What follows belongs to an exercise in optimizing a design on an open flow for a short achievable clock period and few clock cycles; a production flow would make more cautious choices. Only simulation tests tie the RTL to the original design; equivalence was not proved. Power figures rest on the tool's default switching activity, not on a simulated workload.

==> design/flow/design.v <==
module acb_bitstream (
    input  wire        clk,
    input  wire        rst,
    input  wire        start,
    input  wire [3:0]  op,
    input  wire [7:0]  imm,
    input  wire [31:0] arg0,
    output reg         done,
    output wire [31:0] res0,
    output reg  [2:0]  err_code,
    output reg  [31:0] err_info,
    output wire [15:0] bs_pos,
    output wire [12:0] bs_len,
    output wire [11:0] bsb_raddr,
    input  wire [7:0]  bsb_rdata,
    output wire        bsb_we,
    output wire [11:0] bsb_waddr,
    output wire [7:0]  bsb_wdata
);
    localparam [16:0] BIT_CAP  = 17'd32768;
    localparam [3:0] OP_CLEAR     = 4'd0,
                     OP_GETPOS    = 4'd1,
                     OP_SETPOS    = 4'd2,
                     OP_READ      = 4'd3,
                     OP_PEEK      = 4'd4,
                     OP_WRITE     = 4'd5,
                     OP_ALIGN     = 4'd6,
                     OP_READBYTE  = 4'd7,
                     OP_WRITEBYTE = 4'd8;
    localparam [2:0] E_NONE       = 3'd0,
                     E_INVALIDARG = 3'd1,
                     E_ILLEGAL    = 3'd2,
                     E_UNEXPEND   = 3'd3,
                     E_CAPACITY   = 3'd5;
    localparam [3:0] S_IDLE = 4'd0,    
                     S_W    = 4'd1,    
                     S_SL0  = 4'd2,    
                     S_RW   = 4'd3,    
                     S_SWZ  = 4'd4,    
                     S_SWF  = 4'd5,    
                     S_SWB  = 4'd6,    
                     S_SWR1 = 4'd7,    
                     S_SWR2 = 4'd8,    
                     S_SWE  = 4'd9,    
                     S_SLA  = 4'd10;   
    reg [3:0]  state;
    reg [15:0] pos;         
    reg [12:0] len;         
    reg [12:0] lenm1;       
    reg [7:0]  tail;        
    reg        tailv;
    assign bs_pos = pos;
    assign bs_len = len;
    wire idle = (state == S_IDLE);
    reg [3:0]  cop;
    reg [7:0]  cn;
    reg [31:0] carg;
    reg [15:0] opos;        
    reg [63:0] ring;        
    reg [63:0] Qr;          
    reg [63:0] head;        
    reg [12:0] rhi;         
    reg [12:0] rnext;       
    reg        pend;        
    function [63:0] rotb;   
        input [63:0] r;
        input [2:0]  k;
        rotb = ({r, r} << {k, 3'b000}) >> 64;
    endfunction
    wire [2:0]  o      = pos[2:0];
    wire [12:0] k0     = pos[15:3];
    wire [12:0] palk   = pos[15:3] + {12'd0, (pos[2:0] != 3'd0)};    
    wire [15:0] pal    = {palk[12:0], 3'b000};
    wire [15:0] pal8   = pal + 16'd8;
    wire [63:0] qsh    = Qr << o;
    wire [30:0] X      = qsh[63:33];
    wire [3:0]  d4     = rhi[3:0] - k0[3:0];
    wire        dneg   = (d4 == 4'hF);
    wire [3:0]  d4m1   = d4 - 4'd1;
    wire [2:0]  no     = 3'd0 - o;                   
    wire [6:0]  rbv    = (o == 3'd0) ? {d4, 3'b000} : {d4m1, no};
    wire [4:0]  ravl   = (dneg || d4 == 4'd0) ? 5'd0 :
                         ((rbv[6:5] != 2'd0) ? 5'd31 : rbv[4:0]);
    wire        capfar = ~pos[15] && (pos[14:5] != 10'h3FF);
    wire        rb_ok  = !dneg && (d4 > {3'd0, (o != 3'd0)});
    wire [7:0]  rbyte  = (o != 3'd0) ? Qr[55:48] : Qr[63:56];
    wire        at_len  = (k0 == len);
    wire        k0_lm1  = (k0 == lenm1);
    wire        at_last = k0_lm1 && tailv;
    wire        wfast   = at_len || at_last;
    wire [7:0]  wold    = at_last ? tail : 8'h00;
    wire [7:0]  omask   = 8'hFF >> o;
    wire        wb_ok   = ((o == 3'd0) ? at_len : k0_lm1) && !len[12];    
    wire [4:0]  n      = imm[4:0];
    wire        n_ok   = (imm[7:5] == 3'd0) && (n != 5'd0);
    wire [5:0]  om1    = {3'b000, o} - 6'd1;
    wire [5:0]  q      = om1 + {1'b0, n};
    wire [3:0]  th8o   = 4'd8 - {1'b0, o};
    wire        e2     = ({1'b0, n[2:0]} > th8o);
    wire        e0     = (o == 3'd0) && (n[2:0] == 3'd0);
    wire [6:0]  le;
    genvar gm;
    generate for (gm = 0; gm < 7; gm = gm + 1) begin : g_le
        assign le[gm] = !dneg && (gm <= d4);
    end endgenerate
    wire [1:0]  n43    = n[4:3];
    wire        le_a   = le[{1'b0, n43}];
    wire        le_b   = le[{1'b0, n43} + 3'd1];
    wire        le_c   = le[{1'b0, n43} + 3'd2];
    wire        go_r   = n_ok && (e2 ? le_c : (e0 ? le_a : le_b));
    wire        go_w   = n_ok && capfar && wfast;
    wire [6:0]  plo    = {1'b0, pos[5:0]} + {2'b00, n};
    wire [9:0]  phi1   = pos[15:6] + 10'd1;
    wire [15:0] pos_n  = {(plo[6] ? phi1 : pos[15:6]), plo[5:0]};
    wire [2:0]  lsh    = no - n[2:0];             
    wire [15:0] pm1    = pos - 16'd1;
    wire [6:0]  lalo   = {1'b0, pm1[5:0]} + {2'b00, n};
    wire [9:0]  pm1h1  = pm1[15:6] + 10'd1;
    wire [15:0] lpos   = {(lalo[6] ? pm1h1 : pm1[15:6]), lalo[5:0]};
    wire [11:0] laddr  = lpos[14:3];
    wire [5:0]  c39    = 6'd39 - om1;             
    wire [5:0]  wsa    = c39 - {1'b0, n};
    wire [3:0]  nlim   = 4'd8 - {1'b0, o};
    wire        wb1    = ({1'b0, n} <= {1'b0, nlim});    
    wire [7:0]  lsv    = arg0[7:0] << lsh;
    wire [7:0]  lbyte  = wb1 ? ((lsv & omask) | wold) : lsv;
    wire        is_rd   = (op == OP_READ) || (op == OP_PEEK);
    wire        st      = idle && start;
    wire        f_done  = st && ((op == OP_CLEAR) || (op == OP_GETPOS) || (op == OP_ALIGN) ||
                                 (is_rd && go_r) || ((op == OP_READBYTE) && rb_ok));
    wire        f_we    = st && (((op == OP_WRITE) && go_w) || ((op == OP_WRITEBYTE) && wb_ok));
    wire        f_posn  = st && ((op == OP_READ) || (op == OP_WRITE));
    wire [3:0]  s3     = {1'b0, o} + {1'b0, n[2:0]};
    wire [2:0]  cb     = {1'b0, n[4:3]} + {2'b00, s3[3]};
    wire [63:0] qf1    = s3[3] ? rotb(Qr, 3'd1) : Qr;
    wire [63:0] qf2    = rotb(qf1, {1'b0, n[4:3]});
    reg  [63:0] Qfast;
    reg  [2:0]  tq0, tq1;
    integer qi;
    always @(*) begin
        Qfast = qf2;
        tq0   = 3'd0;
        tq1   = 3'd0;
        for (qi = 0; qi < 8; qi = qi + 1) begin
            tq0 = d4[2:0] - qi[2:0];
            tq1 = d4[2:0] - qi[2:0] - 3'd1;
            if (pend && (s3[3] ? (tq1 == {1'b0, n[4:3]}) : (tq0 == {1'b0, n[4:3]})))
                Qfast[63 - 8*qi -: 8] = bsb_rdata;
        end
    end
    reg  [30:0] res;
    assign res0 = {1'b0, res};
    reg        we;
    reg [11:0] waddr;
    reg [7:0]  wd;
    reg [11:0] ra;
    assign bsb_we    = we;
    assign bsb_waddr = waddr;
    assign bsb_wdata = wd;
    assign bsb_raddr = ra;
    reg [30:0] wv;         
    reg [5:0]  wsar;       
    reg [2:0]  wcnt;       
    reg        wfirst;     
    reg [7:0]  wmask0;     
    reg [7:0]  wold0;      
    reg [12:0] wk0;        
    reg [39:0] F;
    wire [39:0] Fc = {9'd0, wv} << wsar;
    reg         wlast0;    
    wire        skip0 = wlast0 && (wcnt != 3'd0) && ((Fc[39:32] & wmask0) == 8'h00);
    reg [12:0] sk;         
    reg [15:0] sbp;        
    reg [4:0]  sn;
    reg [2:0]  snb;        
    reg        sfirst;
    reg        rpeek;      
    reg        rbyt;       
    wire [12:0] s_palk = opos[15:3] + {12'd0, (opos[2:0] != 3'd0)};
    wire [16:0] s_pn   = {1'b0, opos} + {12'd0, cn[4:0]};
    wire [5:0]  s_q    = {3'b000, opos[2:0]} + {1'b0, cn[4:0]} - 6'd1;
    wire [16:0] s_lenb = {1'b0, len, 3'b000};
    reg  [16:0] r_pn, r_pal8;
    reg  [12:0] r_palk;
    reg  [17:0] r_ld;       
    reg  [16:0] r_cd;       
    reg         f_nbig, f_nzero, f_ue_r, f_ue_rb, f_cap_w, f_cap_wb, f_argbig;
    reg  [15:0] spn;
    reg  [2:0]  r_qb;       
    wire        r_rdy  = !dneg && ({1'b0, r_qb} < d4);
    wire [2:0]  so     = sbp[2:0];
    wire [6:0]  sq     = {4'd0, so} + {2'd0, sn} - 7'd1;    
    wire [5:0]  ssa    = 6'd39 - sq[5:0];
    wire [7:0]  fbyte  = F[39:32] & (sfirst ? (8'hFF >> so) : 8'hFF);
    wire [3:0]  k0f    = (state == S_SLA) ? opos[6:3] : k0[3:0];
    wire [3:0]  rdn    = rnext[3:0] - k0f;          
    wire        fetch  = (idle || state == S_RW || state == S_SLA || state == S_SL0) &&
                         (rdn[3] == 1'b0 || rdn == 4'hF) && (rnext < len);
    integer i;
    always @(posedge clk) begin
        if (idle) begin
            case (op)
                OP_GETPOS:   res <= {15'd0, pos};
                OP_READBYTE: res <= {23'd0, rbyte};
                default:     res <= X >> (~n);
            endcase
        end else if (cop == OP_READBYTE) begin
            res <= {23'd0, rbyte};
        end else if (f_nzero) begin
            res <= 31'd0;
        end else begin
            res <= X >> (~cn[4:0]);
        end
    end
    reg [15:0] pos_nx;
    reg [63:0] ring_nx;
    reg [12:0] rhi_nx, rnext_nx;
    reg        pend_nx, rsel;
    reg        sdone;
    reg [15:0] stgt, pos_base;
    always @(posedge clk) begin
        pos_nx   = pos;
        sdone    = 1'b0;        
        stgt     = pos;
        ring_nx  = ring;
        rhi_nx   = rhi;
        rnext_nx = rnext;
        rsel     = 1'b0;
        done     <= 1'b0;
        we       <= 1'b0;
        err_code <= E_NONE;
        err_info <= carg;
        if (pend) begin
            for (i = 0; i < 8; i = i + 1)
                if (rhi[2:0] == i[2:0]) ring_nx[63 - 8*i -: 8] = bsb_rdata;
            rhi_nx = rhi + 13'd1;
        end
        pend_nx = fetch;
        if (fetch) rnext_nx = rnext + 13'd1;
        case (state)
            S_IDLE: begin
                cop  <= op;
                cn   <= imm;
                carg <= arg0;
                opos <= pos;
                f_argbig <= (arg0 > {15'd0, BIT_CAP});
                r_palk <= palk;
                r_pal8 <= {1'b0, pal8};
                r_ld   <= {2'b00, len, 3'b000} - {2'b00, pos};
                r_cd   <= BIT_CAP - {1'b0, pos};
                if (op == OP_WRITEBYTE) wcnt <= 3'd0;
                else                    wcnt <= q[5:3];
                wv     <= arg0[30:0];
                wsar   <= wsa;
                wmask0 <= omask;
                wold0  <= wold;
                wlast0 <= at_last;
                wk0    <= k0;
                done   <= f_done;
                we     <= f_we;
                wfirst <= f_we;
                if (start)
                    state <= f_we ? S_W : (f_done ? S_IDLE : S_SLA);
                if (start) begin
                    case (op)
                        OP_CLEAR: begin
                            pos_nx   = 16'd0;
                            len      <= 13'd0;
                            lenm1    <= 13'h1FFF;
                            tailv    <= 1'b0;
                            rhi_nx   = 13'd0;
                            rnext_nx = 13'd0;
                            pend_nx  = 1'b0;
                        end
                        OP_ALIGN:                   pos_nx = pal;
                        OP_READBYTE, OP_WRITEBYTE:  pos_nx = pal8;
                        default: ;
                    endcase
                end
            end
            S_W: begin
                pend_nx  = 1'b0;
                rhi_nx   = pos[15:3];
                rnext_nx = pos[15:3];
                wfirst <= 1'b0;
                if (wfirst) begin
                    len   <= {1'b0, waddr} + 13'd1;
                    lenm1 <= {1'b0, waddr};
                    tail  <= wd;
                    tailv <= 1'b1;
                end
                if (wfirst && skip0) begin
                    F     <= Fc << 16;
                    wd    <= Fc[31:24];
                    waddr <= wk0[11:0] + 12'd1;
                    if (wcnt == 3'd1) begin
                        done  <= 1'b1;
                        state <= S_IDLE;
                    end else begin
                        we   <= 1'b1;
                        wcnt <= wcnt - 3'd2;
                    end
                end else begin
                    if (wfirst) begin
                        F     <= Fc << 8;
                        wd    <= (Fc[39:32] & wmask0) | wold0;
                        waddr <= wk0[11:0];
                    end else begin
                        F     <= F << 8;
                        wd    <= F[39:32];
                        waddr <= waddr + 12'd1;
                    end
                    if (wcnt == 3'd0) begin
                        done  <= 1'b1;
                        state <= S_IDLE;
                    end else begin
                        we   <= 1'b1;
                        wcnt <= wcnt - 3'd1;
                    end
                end
            end
            S_SLA: begin
                pos_nx   = opos;
                r_pn     <= s_pn;
                r_qb     <= s_q[5:3];
                f_nbig   <= (cn > 8'd31);
                f_nzero  <= (cn == 8'd0);
                f_ue_r   <= r_ld[17] || ({13'd0, cn[4:0]} > r_ld);
                f_ue_rb  <= (r_pal8 > s_lenb);
                f_cap_w  <= ({12'd0, cn[4:0]} > r_cd);
                f_cap_wb <= (r_pal8 > BIT_CAP);
                state    <= S_SL0;
                if (cop == OP_SETPOS) begin
                    if (f_argbig) begin
                        err_code <= E_INVALIDARG;
                        err_info <= carg;
                    end else begin
                        pos_nx   = carg[15:0];
                        pend_nx  = 1'b0;
                        if (carg[15:6] == 10'd0 && len >= 13'd8) begin
                            ring_nx  = head;
                            rhi_nx   = 13'd8;
                            rnext_nx = 13'd8;
                        end else begin
                            rhi_nx   = carg[15:3];
                            rnext_nx = carg[15:3];
                        end
                    end
                    done  <= 1'b1;
                    state <= S_IDLE;
                end
            end
            S_SL0: begin
                rpeek <= (cop == OP_PEEK);
                rbyt  <= (cop == OP_READBYTE);
                case (cop)
                    OP_READ, OP_PEEK: begin
                        state <= S_IDLE;
                        done  <= 1'b1;
                        if (f_nbig) begin
                            err_code <= E_INVALIDARG;
                            err_info <= {24'd0, cn};
                        end else if (f_nzero) begin
                        end else if (f_ue_r) begin
                            err_code <= E_UNEXPEND;
                            err_info <= {16'd0, opos};
                        end else begin
                            if (r_rdy) begin
                                begin sdone = 1'b1; if (cop == OP_READ) stgt = r_pn[15:0]; end
                            end else begin
                                done  <= 1'b0;
                                state <= S_RW;
                            end
                        end
                    end
                    OP_READBYTE: begin
                        if (f_ue_rb) begin
                            err_code <= E_UNEXPEND;
                            err_info <= {16'd0, opos};
                            done  <= 1'b1;
                            state <= S_IDLE;
                        end else if (rb_ok) begin
                            sdone = 1'b1;
                            stgt  = r_pal8[15:0];
                            done  <= 1'b1;
                            state <= S_IDLE;
                        end else state <= S_RW;
                    end
                    OP_WRITE: begin
                        state <= S_IDLE;
                        done  <= 1'b1;
                        if (f_nbig) begin
                            err_code <= E_INVALIDARG;
                            err_info <= {24'd0, cn};
                        end else if (f_cap_w) begin
                            err_code <= E_CAPACITY;
                            err_info <= {16'd0, opos};
                        end else if (!f_nzero) begin
                            done  <= 1'b0;
                            sbp   <= opos;
                            sn    <= cn[4:0];
                            wv    <= carg[30:0];
                            state <= S_SWZ;
                        end
                    end
                    OP_WRITEBYTE: begin
                        if (f_cap_wb) begin
                            err_code <= E_CAPACITY;
                            err_info <= {16'd0, opos};
                            done  <= 1'b1;
                            state <= S_IDLE;
                        end else begin
                            sbp   <= {r_palk[12:0], 3'b000};
                            sn    <= 5'd8;
                            wv    <= {23'd0, carg[7:0]};
                            state <= S_SWZ;
                        end
                    end
                    default: begin
                        err_code <= E_ILLEGAL;
                        err_info <= {28'd0, cop};
                        done  <= 1'b1;
                        state <= S_IDLE;
                    end
                endcase
            end
            S_RW: begin
                if (rbyt) begin
                    if (rb_ok) begin
                        sdone = 1'b1;
                        stgt  = r_pal8[15:0];
                        done  <= 1'b1;
                        state <= S_IDLE;
                    end
                end else begin
                    if (r_rdy) begin
                        begin sdone = 1'b1; if (!rpeek) stgt = r_pn[15:0]; end
                        done  <= 1'b1;
                        state <= S_IDLE;
                    end
                end
            end
            S_SWZ: begin
                pend_nx  = 1'b0;
                rhi_nx   = pos[15:3];
                rnext_nx = pos[15:3];
                spn <= sbp + {11'd0, sn};
                if (len < sbp[15:3]) begin
                    we    <= 1'b1;
                    waddr <= len[11:0];
                    wd    <= 8'h00;
                    len   <= len + 13'd1;
                    lenm1 <= len;
                    tail  <= 8'h00;
                    tailv <= 1'b1;
                end else begin
                    state <= S_SWF;
                end
                wsar <= ssa;
                snb  <= sq[5:3];
                sk   <= sbp[15:3];
                sfirst <= 1'b1;
            end
            S_SWF: begin
                pend_nx = 1'b0;
                F     <= Fc;
                state <= S_SWB;
            end
            S_SWB: begin
                pend_nx = 1'b0;
                if (sk < len) begin
                    rsel  = 1'b1;
                    state <= S_SWR1;
                end else begin
                    we    <= 1'b1;
                    waddr <= sk[11:0];
                    wd    <= fbyte;
                    tail  <= fbyte;
                    tailv <= 1'b1;
                    len   <= sk + 13'd1;
                    lenm1 <= sk;
                    sfirst <= 1'b0;
                    F   <= F << 8;
                    sk  <= sk + 13'd1;
                    snb <= snb - 3'd1;
                    if (snb == 3'd0) state <= S_SWE;
                end
            end
            S_SWR1: begin
                pend_nx = 1'b0;
                state <= S_SWR2;
            end
            S_SWR2: begin
                pend_nx = 1'b0;
                we    <= 1'b1;
                waddr <= sk[11:0];
                wd    <= fbyte | bsb_rdata;
                if (sk + 13'd1 == len) begin
                    tail  <= fbyte | bsb_rdata;
                    tailv <= 1'b1;
                end
                sfirst <= 1'b0;
                F   <= F << 8;
                sk  <= sk + 13'd1;
                snb <= snb - 3'd1;
                if (snb == 3'd0) state <= S_SWE;
                else state <= S_SWB;
            end
            S_SWE: begin
                pend_nx  = 1'b0;
                pos_nx   = spn;
                rhi_nx   = spn[15:3];
                rnext_nx = spn[15:3];
                done  <= 1'b1;
                state <= S_IDLE;
            end
            default: state <= S_IDLE;
        endcase
        pos_base = pos_nx;
        if (sdone) pos_nx = stgt;
        if (f_posn) pos_nx = pos_n;
        if (idle) begin
            if (op == OP_WRITEBYTE) begin
                waddr <= palk[11:0];
                wd    <= arg0[7:0];
            end else begin
                waddr <= laddr[11:0];
                wd    <= lbyte;
            end
        end
        if (rst) begin
            state    <= S_IDLE;
            done     <= 1'b0;
            len      <= 13'd0;
            lenm1    <= 13'h1FFF;
            tail     <= 8'd0;
            tailv    <= 1'b0;
            we       <= 1'b0;
            wfirst   <= 1'b0;
            pos_nx   = 16'd0;
            pos_base = 16'd0;
            sdone    = 1'b0;
            rhi_nx   = 13'd0;
            rnext_nx = 13'd0;
            pend_nx  = 1'b0;
            rsel     = 1'b0;
        end
        pos   <= pos_nx;
        ring  <= ring_nx;
        if (we && !rst && waddr[11:3] == 9'd0)
            for (i = 0; i < 8; i = i + 1)
                if (waddr[2:0] == i[2:0]) head[63 - 8*i -: 8] <= wd;
        rhi   <= rhi_nx;
        rnext <= rnext_nx;
        pend  <= pend_nx;
        Qr    <= (f_posn && !rst) ? Qfast :
                 sdone ? rotb(ring_nx, stgt[5:3]) : rotb(ring_nx, pos_base[5:3]);
        ra    <= rsel ? sk[11:0] : rnext_nx[11:0];
    end
endmodule
==> design/flow/flow/run.sh <==
#!/bin/bash
# Standard ORFS layout, with repair_timing aiming past the clock period.
set -euo pipefail
bash standard.sh SETUP_SLACK_MARGIN=7 finish > flow_standard.log 2>&1
==> design/flow/standard.sh <==
#!/bin/bash
# synth_recipe.tcl (not shown) runs the flow's synth.tcl, then flattens the netlist and writes it again
# the make line also repeats each setting of config.mk as NAME=value (left out here)
make -C /OpenROAD-flow-scripts/flow DESIGN_CONFIG=/design/flow/config.mk WORK_HOME=/design/flow/orfs CLKGATE_MAP_FILE= SYNTH_SCRIPT=/design/flow/synth_recipe.tcl "${@:-finish}"
==> design/flow/config.mk <==
export PLATFORM = sky130hd
export DESIGN_NAME = acb_bitstream
export DESIGN_NICKNAME = acb_bitstream
export VERILOG_FILES = /design/flow/design.v
export SDC_FILE = /design/flow/constraint.sdc
export NUM_CORES = 4
export LEC_CHECK = 0
export CAP_MARGIN = 20
export CORE_MARGIN = 2
export CORE_UTILIZATION = 40
export SLEW_MARGIN = 20
==> design/flow/constraint.sdc <==
create_clock -name core_clock -period 10.0 [get_ports {clk}]
set_input_delay 2.0000 -clock core_clock [delete_from_list [all_inputs] [get_ports {clk}]]
set_output_delay 2.0000 -clock core_clock [all_outputs]
set_load 0.01 [all_outputs]
==> results.tsv <==
metric	value	unit
die_w	344	um
synth_top_area_share	24.6	%
rsz0062_at_grt	true	
worstHoldStart	carg[31]$_DFFE_PP_	
die_h	344	um
worst_pin_slew	1.40	ns
worst_setup_path_start_kind	input port	
core	115000	um2
fp.dieArea	118000	um2
synthCells	5076	
drive_above_1_share	36.5	%
overflow	0	
cp-end-kind	register	
grt_pass1_wl	309000	um
slew_viol_final	0	
yosys_warnings	1	
r2r_slack	5.67	ns
path_class	input port to register	
hold_class	register to register	
yosysSeqAreaShare	36.8	%
final_common_cell	nand2_1	
synthToLayoutAreaGrowth	41.7	%
power_density	349	nW/um2
ff2ff_path_depth	21	
nets	5915	
min_delay_worst_endpoint	err_info[31]$_DFF_P_	
core.rowCount	124	
rr_startpoint	rhi[0]$_SDFF_PP0_	
clock_path_buffers	3	
fin_ws	5.62	ns
wl_per_cell	30.3	um
power.leakage	25.4	nW
maxCapViolCount	0	
synth_edf_count	378	
critPathRequiredTime	10.41	ns
htreeDepth	3	
timing.slew.headroom	5.41	%
grt_max_degree	99	
post-place-ws	3.14	ns
fin_crit_sh	43.8	%
path_clk_slew	0.06	ns
clock_latency	0.70	ns
synth_area_leaders	edfxtp_1, dfxtp_1, mux2i_1	
synth.distinct_cells	98	
fmax	0.228	GHz
drc	0	
dpl.hpwl	140000	um
cts_tree	built	
grt_pass1_vias	44518	
synth_seq_cells	660	
arrival	4.79	ns
period_needed	4.38	ns
cts_made_buffers	79	
power	22.8	mW
antenna_found_initial	7	
synthArstFlopShare	0	%
grt_use_total	35.6	%
holdPathStages	1	
worst_r2r_endpoint	Qr[14]$_DFF_P_	
outcome	finished clean	
synth_fp_nets	5307	
ir_worst_vdd	0.269	mV
setup_viol	0	
gp_congestion	0.986	
fin_setup_tns	0	ns
first_iter_violations	6055	
syn_area_per_cell	9.10	um2
io_buffers	183	
synth_area	46200	um2
ys_dominant_reg_cell	edfxtp_1	
routed-via-count	47186	
antenna_left	0	
cts_hold_buf	0	
clock-root-buffer	clkbuf_16	
synth_top_cell_by_area	edfxtp_1	
fill_cells	9576	
vias_per_cell	6.49	
start_util	40.3	%
drt-pass1-iter-count	9	
cts_sinks	660	
io_pins	185	
skew	0.0464	ns
hold_viol_final	0	
drt_wl_total	220000	um
crit_path_max_fanout	4	
final_cell_mix	nand2_1, mux2i_1, buf_4	
## synth_stat cells, types with 37 or more instances
| library cell | instances |
|---|---|
| xor2_1 | 60 |
| xnor2_1 | 131 |
| a211oi_1 | 106 |
| o21ai_0 | 303 |
| a221oi_1 | 39 |
| nor3_1 | 75 |
| inv_1 | 162 |
| nand2_1 | 565 |
| nor2_1 | 479 |
| mux4_2 | 69 |
| ha_1 | 167 |
| edfxtp_1 | 378 |
| dfxtp_1 | 282 |
| o22ai_1 | 70 |
| and2_1 | 40 |
| buf_1 | 51 |
| nor4_1 | 37 |
| a21oi_1 | 331 |
| a22oi_1 | 61 |
| o211ai_1 | 42 |
| a21o_1 | 40 |
| nand3_1 | 116 |
| mux2_2 | 82 |
| clkbuf_1 | 276 |
| mux2i_1 | 551 |
## stage by stage
step,utilization (%),instance area (um2),hold slack (ns),instances
after floorplan,-,48100,0.420,5076
after global placement,43.9,50300,0.427,6494
after detailed placement,43.9,50300,0.437,6494
after CTS,53.8,61500,0.451,7101
after global routing,57.2,65400,0.457,7263
final,57.2,65400,0.445,7267
## cells by family (layout without fill, tap and decap cells)
kind of cell | count (synthesis) | count (layout) | share of synthesized area, %
buffers and inverters | 552 | 1215 | 4.78
muxes | 704 | 704 | 17.4
AOI/OAI and AO/OA | 1271 | 1276 | 17.8
other | 1 | 5 | 0.00812
xor gates and xnor gates | 192 | 192 | 3.66
adders and majority gates | 176 | 176 | 4.91
DFF | 660 | 660 | 36.8
and+or+nand+nor | 1520 | 1527 | 14.7
## how the worst max path moves through the flow
stage | startpoint | cells after the start | slack, ns | to
3_5_place_dp | op[2] | 13 | 3.14 | Qr[62]$_DFF_P_
2_1_floorplan | op[3] | 13 | 5.51 | Qr[49]$_DFF_P_
5_1_grt | rhi[0]$_SDFF_PP0_ | 22 | 5.58 | Qr[13]$_DFF_P_
3_3_place_gp | op[2] | 13 | 3.24 | Qr[22]$_DFF_P_
6_report | imm[0] | 16 | 5.62 | waddr[7]$_DFFE_PP_
4_1_cts | imm[0] | 16 | 5.73 | waddr[7]$_DFFE_PP_
## what timing repair did
action                                   CTS  global route
pin swaps                                250           205
buffers inserted                         401           153
cloned                                    58             9
endpoints found under the setup margin   724           605
hold endpoints to repair                   0             0
gates resized for setup                 1650           530
## state kept, by name (all words and copies together) (netlist names), 14 cells and up
signal / flops
sbp: 16
spn: 16
r_cd: 17
carg: 32
pos: 16
ring: 64
wv: 31
res: 31
Qr: 64
F: 40
r_ld: 14
head: 64
err_info: 32
r_pn: 16
## layout make-up
class / instances / area [um2] / share of cell area, %
Sequential cell: 660 / 17200 / 26.2
Clock buffer: 117 / 2290 / 3.51
Clock inverter: 31 / 302 / 0.461
Multi-Input combinational cell: 3876 / 33000 / 50.5
Inverter: 181 / 851 / 1.30
Antenna cell: 4 / 10.0 / 0.0153
Timing Repair Buffer: 886 / 9910 / 15.1
Tap cell: 1512 / 1890 / 2.89
## power breakdown
group	internal, mW	total, mW	switching, mW
clock network	1.66	2.95	1.29
logic	6.23	14.7	8.51
registers	4.21	5.16	0.954
total	12.1	22.8	10.8
## routing by layer
metal | routed length, um | part of all wire (%) | track usage (%) | vias to the layer above
li1 | - | - | - | 20036
met1 | 81900 | 37 | 44.6 | 22946
met2 | 94700 | 43 | 54.0 | 3218
met3 | 24000 | 11 | 9.07 | 978
met4 | 19600 | 8.9 | 24.0 | 8
met5 | 51 | 0.023 | 0 | -
## worst max-delay path, stage by stage
cell and delay, ns:
buf_8 0.08, buf_12 0.11, ha_4 0.13, inv_2 0.04, fa_2 0.35, nor2b_4 0.13, o21a_1 0.22, o21a_1 0.20
o21bai_4 0.08, or2_4 0.27, mux2_4 0.30, a22oi_2 0.13, xnor2_1 0.14, nor2_1 0.10, o21ai_4 0.32, nand4_1 0.18
Testbench counts, summed over its fixed seeds: cycles 11,606.

-- afterwards: timing with drivers on the ports --
No port has a modelled driver above. Below, the same layout with a new extraction and two added sets of constraints.
Step 1 (the two cells are an assumption about what drives the block):
set clk [get_ports {clk}]
set_driving_cell -lib_cell sky130_fd_sc_hd__clkbuf_16 $clk
set_driving_cell -lib_cell sky130_fd_sc_hd__buf_2 [delete_from_list [all_inputs] $clk]
Step 2 times the ports against the registers' clock, not the clock port: input delays grow and output delays shrink by t, the midpoint of the rising clock arrivals with the driver on.
a / b / c = ideal / step 1 / step 2; a / b = the first two.
t, ns: 0.758
slack for setup (ns): 5.618 / 5.645 / 4.887
hold slack, ns: 0.445 / 0.445 / 0.445
worst setup path after step 2: input to register
After both steps setup and hold are still met in this run. For this run, drivers alone change the setup slack by +0.027 ns; drivers and shift together by -0.731 ns.
